Context: an optimization exercise on an open-source flow, tuned for small area, a short achievable clock period and few clock cycles. The choices shown serve that exercise and are no tape-out recipe. RTL that was checked went through simulation tests only; none was proved equivalent to the original. No activity file was given, so power comes from the tool's default toggle rates.

## spa
module spa (
  input  wire        clk,
  input  wire        rst,         
  output wire        ready,       
  input  wire        reg_rd,
  input  wire        reg_wr,
  input  wire [7:0]  reg_addr,
  input  wire [31:0] reg_wdata,
  output reg  [31:0] rdata,
  input  wire        cmd_valid,
  input  wire [63:0] cmd_word,
  output wire        err_o
);
  localparam [31:0] ID_VALUE     = 32'h5350_4131;
  localparam [31:0] CONFIG_VALUE = 32'h0000_0610;
  localparam integer MK = 4;                   
  localparam integer DK = 1;                   
  localparam integer MC = 32 / MK;             
  localparam integer DC = (33 + DK - 1) / DK;  
  localparam integer QW = DC * DK;             
  localparam [5:0]   MC_LAST = MC - 1;
  localparam [5:0]   DC_LAST = DC - 1;
  reg [31:0] pos;
  reg [15:0] frac;
  reg [31:0] delta;
  reg [31:0] lbeg;
  reg [31:0] lend;
  reg        dir;           
  reg        stopped;
  reg        disowned;
  reg [5:0]  handle;
  reg [2:0]  status;        
  reg        err;           
  reg [63:0] chact;
  reg          busy;
  reg          ph_m, ph_m0, ph_p1, ph_p2, ph_d, ph_f;
  reg [5:0]    cnt;
  reg          is_nl, is_fw, is_pp, back;
  reg          illegal;
  reg          lorder;      
  reg [31:0]   len;         
  reg          fin;         
  reg [32:0]   A;
  reg [QW-1:0] Q;
  assign ready = ~busy;
  assign err_o = err;
  wire acc_wr  = ~busy & reg_wr;
  wire acc_cmd = ~busy & cmd_valid;
  wire [32+MK-1:0] mul_sum = {{MK{1'b0}}, A[31:0]} + delta * Q[MK-1:0];
  reg [32:0]   d_a;
  reg [QW-1:0] d_q;
  reg [33:0]   d_sh;
  reg [33:0]   d_df;
  integer k;
  always @* begin
  ...
Size: roughly 3700 cells after synthesis, ~370 flip-flops.
export LEC_CHECK = 0
export CAP_MARGIN = 20
export CORE_MARGIN = 2
export CORE_UTILIZATION = 40
export SLEW_MARGIN = 20
create_clock -name core_clock -period 10.0 [get_ports {clk}]
standard.sh (not shown) runs the stock make flow with config.mk's settings and CLKGATE_MAP_FILE= SYNTH_SCRIPT=/design/flow/synth_recipe.tcl, a recipe that flattens the netlist after the stock synthesis.
==> flow/flow/run.sh <==
#!/bin/bash
set -euo pipefail
bash standard.sh SETUP_SLACK_MARGIN=6.5 finish > standard_flow.log 2>&1
Then changed:
==> flow/run.sh (new file) <==
#!/bin/bash
# synth_recipe.tcl (not shown) runs the flow's synth.tcl, then flattens the netlist and writes it again
# the make line also repeats each setting of config.mk as NAME=value (left out here)
make -C /OpenROAD-flow-scripts/flow DESIGN_CONFIG=/design/flow/config.mk WORK_HOME=/design/flow/orfs CLKGATE_MAP_FILE= SYNTH_SCRIPT=/design/flow/synth_recipe.tcl finish
- SETUP_SLACK_MARGIN: unset -> 5
removed: flow/flow/run.sh
removed: flow/standard.sh
Critical path depth goes down by 8.
Clock-buffer cell count goes up by 3.
Fmax goes down slightly.
Hold slack barely changes.
Flip-flop and latch count does not change.
Die area does not change.
Utilization goes down by 6.9 points.
No run of this note included a check of the RTL's function; only the layout flow was run.

* * *

Setup of wip/pepper:
spa, a different RTL version from the one above (not shown whole).
Size: about 4100 cells after synthesis, roughly 400 flip-flops, ~33000 um^2 of cells after synthesis.
==> flow/design.v (excerpt) <==
module spa (
  input  wire        clk,
  input  wire        rst,         
  output wire        ready,       
  input  wire        reg_rd,
  input  wire        reg_wr,
  input  wire [7:0]  reg_addr,
  input  wire [31:0] reg_wdata,
  output wire [31:0] rdata,
  input  wire        cmd_valid,
  input  wire [63:0] cmd_word,
  output wire        err_o
);
  localparam [31:0] ID_VALUE     = 32'h5350_4131;
  localparam [31:0] CONFIG_VALUE = 32'h0000_0610;
  localparam [3:0] MC_LAST = 4'd7;      
  localparam [3:0] DC_LAST = 4'd15;     
  reg [31:0] pos;
  reg [15:0] frac;
  reg [31:0] delta;
  reg [31:0] lbeg;
  reg [31:0] lend;
  reg        dir;           
  reg        stopped;
  reg        disowned;
  reg [5:0]  handle;
  reg [2:0]  status;        
  reg        err;           
  reg [63:0] chact;
  reg        busy;
  reg        rdy;           
  reg        ph_m, ph_m0, ph_m1, ph_p1, ph_p2, ph_d, ph_d0, ph_f;
  reg [3:0]  cnt;
  reg        is_nl, is_fw, is_pp, back;
  reg        illegal;
  reg        lorder;        
  reg [31:0] len;           
  reg [33:0] len3;          
  reg        bnd_r;         
  reg [15:0] f1r;           
  reg        rinit;         
  reg        fin;           
  reg [32:0] A;
  reg [31:0] Q;
  assign ready = rdy;
  assign err_o = err;
  wire acc_wr  = ~busy & reg_wr;
  wire acc_cmd = ~busy & cmd_valid;
  wire [35:0] mul_sum = {4'd0, A[31:0]} + delta * Q[3:0];
  wire [32:0] d_a0  = ph_d0 ? {32'd0, rinit} : A;
  wire        d_s0  = d_a0[32];
  wire [33:0] d_r1  = {d_a0, Q[31]} + ({2'b00, len} ^ {34{~d_s0}}) + {33'd0, ~d_s0};
  wire [34:0] d_4r  = {d_a0, Q[31], Q[30]};
  wire [34:0] d_kp  = d_s0 ? {3'b000, len} : ~{1'b0, len3};
  wire [34:0] d_kn  = d_s0 ? {1'b0, len3} : ~{3'b000, len};
  wire [34:0] d_cp  = d_4r + d_kp + {34'd0, ~d_s0};
  wire [34:0] d_cn  = d_4r + d_kn + {34'd0, ~d_s0};
  ...
export LEC_CHECK = 0
export CAP_MARGIN = 20
export CORE_MARGIN = 2
export CORE_UTILIZATION = 40
export SETUP_SLACK_MARGIN = 4.5
export SLEW_MARGIN = 20
create_clock -name core_clock -period 10.0 [get_ports {clk}]
run.sh (not shown) runs the stock make flow with config.mk's settings and CLKGATE_MAP_FILE= SYNTH_SCRIPT=/design/flow/synth_recipe.tcl, a recipe that flattens the netlist after the stock synthesis.
Stock flow here: none of the scripts above is used.
wip/pepper: done, clean on timing, DRC and antenna
> inputs changed (wip/pepper -> wip/zinc)
Settings: a change of CORE_UTILIZATION from 40 to 60; a change of SETUP_SLACK_MARGIN from 4.5 to 5.
[compare] base=wip/pepper new=wip/zinc: core utilization grew by 23 points; total die area lost about 33%; number of detailed-routing iterations run before antenna repair went down. wip/zinc against wip/pepper: latest clock arrival within the worst-skew pair about even; clock share of power now sits lower; power dissipated in the clock network now sits at about the same level; post-route cell area went up 1.2%; worst setup slack went up by 0.44 ns. Total number of placement rows: wip/zinc vs wip/pepper down 18%.
Relative to wip/zinc, the following input files were edited for wip/nickel:
Settings: SETUP_SLACK_MARGIN: 5 -> 4; CORE_UTILIZATION: 60 -> 40.
[summary]
- Of wip/nickel and wip/zinc, the lower slack of the critical path belongs to wip/nickel.
- Looking only at detailed placer's ending HPWL, and setting everything else aside, the lower value of wip/nickel and wip/zinc goes to wip/zinc.
- wip/nickel vs wip/zinc — sequential share of layout area rose 0.46 points.
- Comparing wip/zinc against wip/nickel, there is no change at all in quantity of I/O buffers inserted on ports.
- Compared with wip/zinc, die footprint in wip/nickel increased by more than a quarter.
- Combinational group share of total power for wip/nickel: 1.2 points down relative to wip/zinc
- Higher overall power consumption was reported by wip/zinc, not wip/nickel.
- Compared to wip/zinc, wip/nickel has fraction of final layout cells with drive strength greater than 1 2.9 points lower.
Function was not checked in any run of this note: the RTL went through the layout flow alone.

* * *

maple:
Another version of the RTL of spa (not shown whole).
For scale: roughly 380 flip-flops, roughly 32000 um2 of cells after synthesis.
Settings: LEC_CHECK=0, CAP_MARGIN=20, CORE_MARGIN=2, CORE_UTILIZATION=40, SETUP_SLACK_MARGIN=5, SLEW_MARGIN=20; clock period 10.0 ns.
#### Input delta (cedar over maple)
==> flow/flow/run.sh (new file) <==
#!/bin/bash
# The standard layout (standard synthesis unchanged) with the smallest buffer
# on every port instead of the default delay-buffer cell. Each tool's output
# goes to a log file in the work folder.
set -euo pipefail
bash standard.sh "BUFFER_PORTS_ARGS=-buffer_cell sky130_fd_sc_hd__buf_1" finish > standard_flow.log 2>&1
==> flow/standard.sh (new file) <==
#!/bin/bash
# synth_recipe.tcl (not shown) runs the flow's synth.tcl, then flattens the netlist and writes it again
# the make line also repeats each setting of config.mk as NAME=value (left out here)
make -C /OpenROAD-flow-scripts/flow DESIGN_CONFIG=/design/flow/config.mk WORK_HOME=/design/flow/orfs CLKGATE_MAP_FILE= SYNTH_SCRIPT=/design/flow/synth_recipe.tcl "${@:-finish}"
removed: flow/run.sh
### Flow results
Relative to maple, area added between synthesis and finish decreased by 4.0 points in cedar. In cedar, the combinational power came out about 1% above the value in maple. The slowest cell on the critical path comes out fa_1 in one run and fa_2 in the other, namely in cedar and maple respectively. In the flow results for cedar and maple, the delay contributed by the slowest stage of the critical path is larger on cedar. Global-route wire length before repair across cedar and maple: no real change. cedar and maple ended up with nearly the same via count. Compared to maple, cedar has clock network fraction of total power 0.8 points lower. maple → cedar: minimum clock period now larger; total DRC errors in the routed layout comparable; design area now smaller; flip-flop and latch area comparable; total wire length after detailed routing comparable.
No functional check of the RTL was part of any run of this note.

* * *

JK:
Another version of the RTL of spa (not shown whole).
For scale: ~400 flip-flops, ~33000 µm² of cells after synthesis.
export LEC_CHECK = 0
export CAP_MARGIN = 5
export CORE_MARGIN = 2
export CORE_UTILIZATION = 40
export SETUP_SLACK_MARGIN = 5
export SLEW_MARGIN = 5
create_clock -name core_clock -period 10.0 [get_ports {clk}]
Stock flow here: none of the scripts above is used.
Testbench counts of JK, summed over its fixed seeds: cycles 94,756.
The inputs of MS differ from those of JK as listed below.
- CAP_MARGIN: 5 -> 20
- SLEW_MARGIN: 5 -> 20
==> comparison <==
- Between JK and MS, clock period minus worst slack decreased.
- Taking JK as the reference, in MS routed wirelength normalized by instance count shrank by about 0.5%; power went down.
Input changes introduced in AL (baseline for comparison: MS):
- CTS_BUF_LIST newly set to sky130_fd_sc_hd__clkbuf_8
==> flow/flow/run.sh (new file) <==
#!/bin/bash
# The standard layout (standard synthesis unchanged) with the smallest buffer
# on every port instead of the default delay-buffer cell. Each tool's output
# goes to a log file in the work folder.
set -euo pipefail
bash standard.sh "BUFFER_PORTS_ARGS=-buffer_cell sky130_fd_sc_hd__buf_1" finish > standard_flow.log 2>&1
==> flow/standard.sh (new file) <==
#!/bin/bash
# synth_recipe.tcl (not shown) runs the flow's synth.tcl, then flattens the netlist and writes it again
# the make line also repeats each setting of config.mk as NAME=value (left out here)
make -C /OpenROAD-flow-scripts/flow DESIGN_CONFIG=/design/flow/config.mk WORK_HOME=/design/flow/orfs CLKGATE_MAP_FILE= SYNTH_SCRIPT=/design/flow/synth_recipe.tcl "${@:-finish}"
removed: flow/run.sh
==> run notes <==
AL completed; timing, DRC and antenna clean. AL supports a higher top clock frequency than MS. Going from MS to AL, clock share of power fell 0.9 points; met1 track demand over resource in global routing rose 0.22 points; worst slack on hold paths about even; power density over the cells rose 0.82%. On largest vdd supply drop, MS loses to AL. Relative slew slack: higher on MS. Compared with MS, in AL combinational group share of total power went up 0.2 points, internal reg-to-reg setup slack shows a reduction of 0.10 ns.

-- port drivers added, routing unchanged --
Ports are ideal in the flow. The routed layouts listed here were re-timed in OpenROAD.
Step 1, drivers: a clkbuf_16 drives clk and a buf_2 each remaining input, both assumed.
Step 2 moves the port delays by t, midway between the first and last clock arrival at a register: inputs arrive t later, outputs are due t later. That takes back most of the time a late clock gives input paths.
Three values: ideal, step 1, step 2; two values: the first two.
| run | shift t [ns] | setup WS [ns] | clock arrival spread, ns | cell pins on the clock port's net |
|---|---|---|---|---|
| the first run of note 1 | 0.657 | 5.033 / 5.033 / 5.033 | 0.046 / 0.047 | 1 |
| the second run of note 1 | 0.674 | 4.947 / 4.947 / 4.675 | 0.024 / 0.024 | 1 |
| wip/pepper | 0.657 | 4.504 / 4.440 / 4.636 | 0.026 / 0.026 | 1 |
| wip/zinc | 0.674 | 4.947 / 4.906 / 4.739 | 0.035 / 0.035 | 1 |
| wip/nickel | 0.659 | 4.242 / 4.182 / 4.242 | 0.025 / 0.025 | 1 |
| maple | 0.643 | 4.967 / 4.963 / 4.538 | 0.023 / 0.023 | 1 |
| cedar | 0.641 | 4.957 / 4.957 / 4.957 | 0.023 / 0.023 | 1 |
| JK | 0.661 | 4.913 / 4.849 / 4.488 | 0.027 / 0.027 | 1 |
| MS | 0.672 | 5.008 / 4.944 / 4.721 | 0.027 / 0.026 | 1 |
| AL | 0.729 | 5.044 / 5.044 / 4.824 | 0.046 / 0.046 | 1 |
After both steps setup and hold are still met in every run listed. The setup slack of maple, which loses most, moves by -0.004 ns with the drivers and by -0.429 ns with both steps.
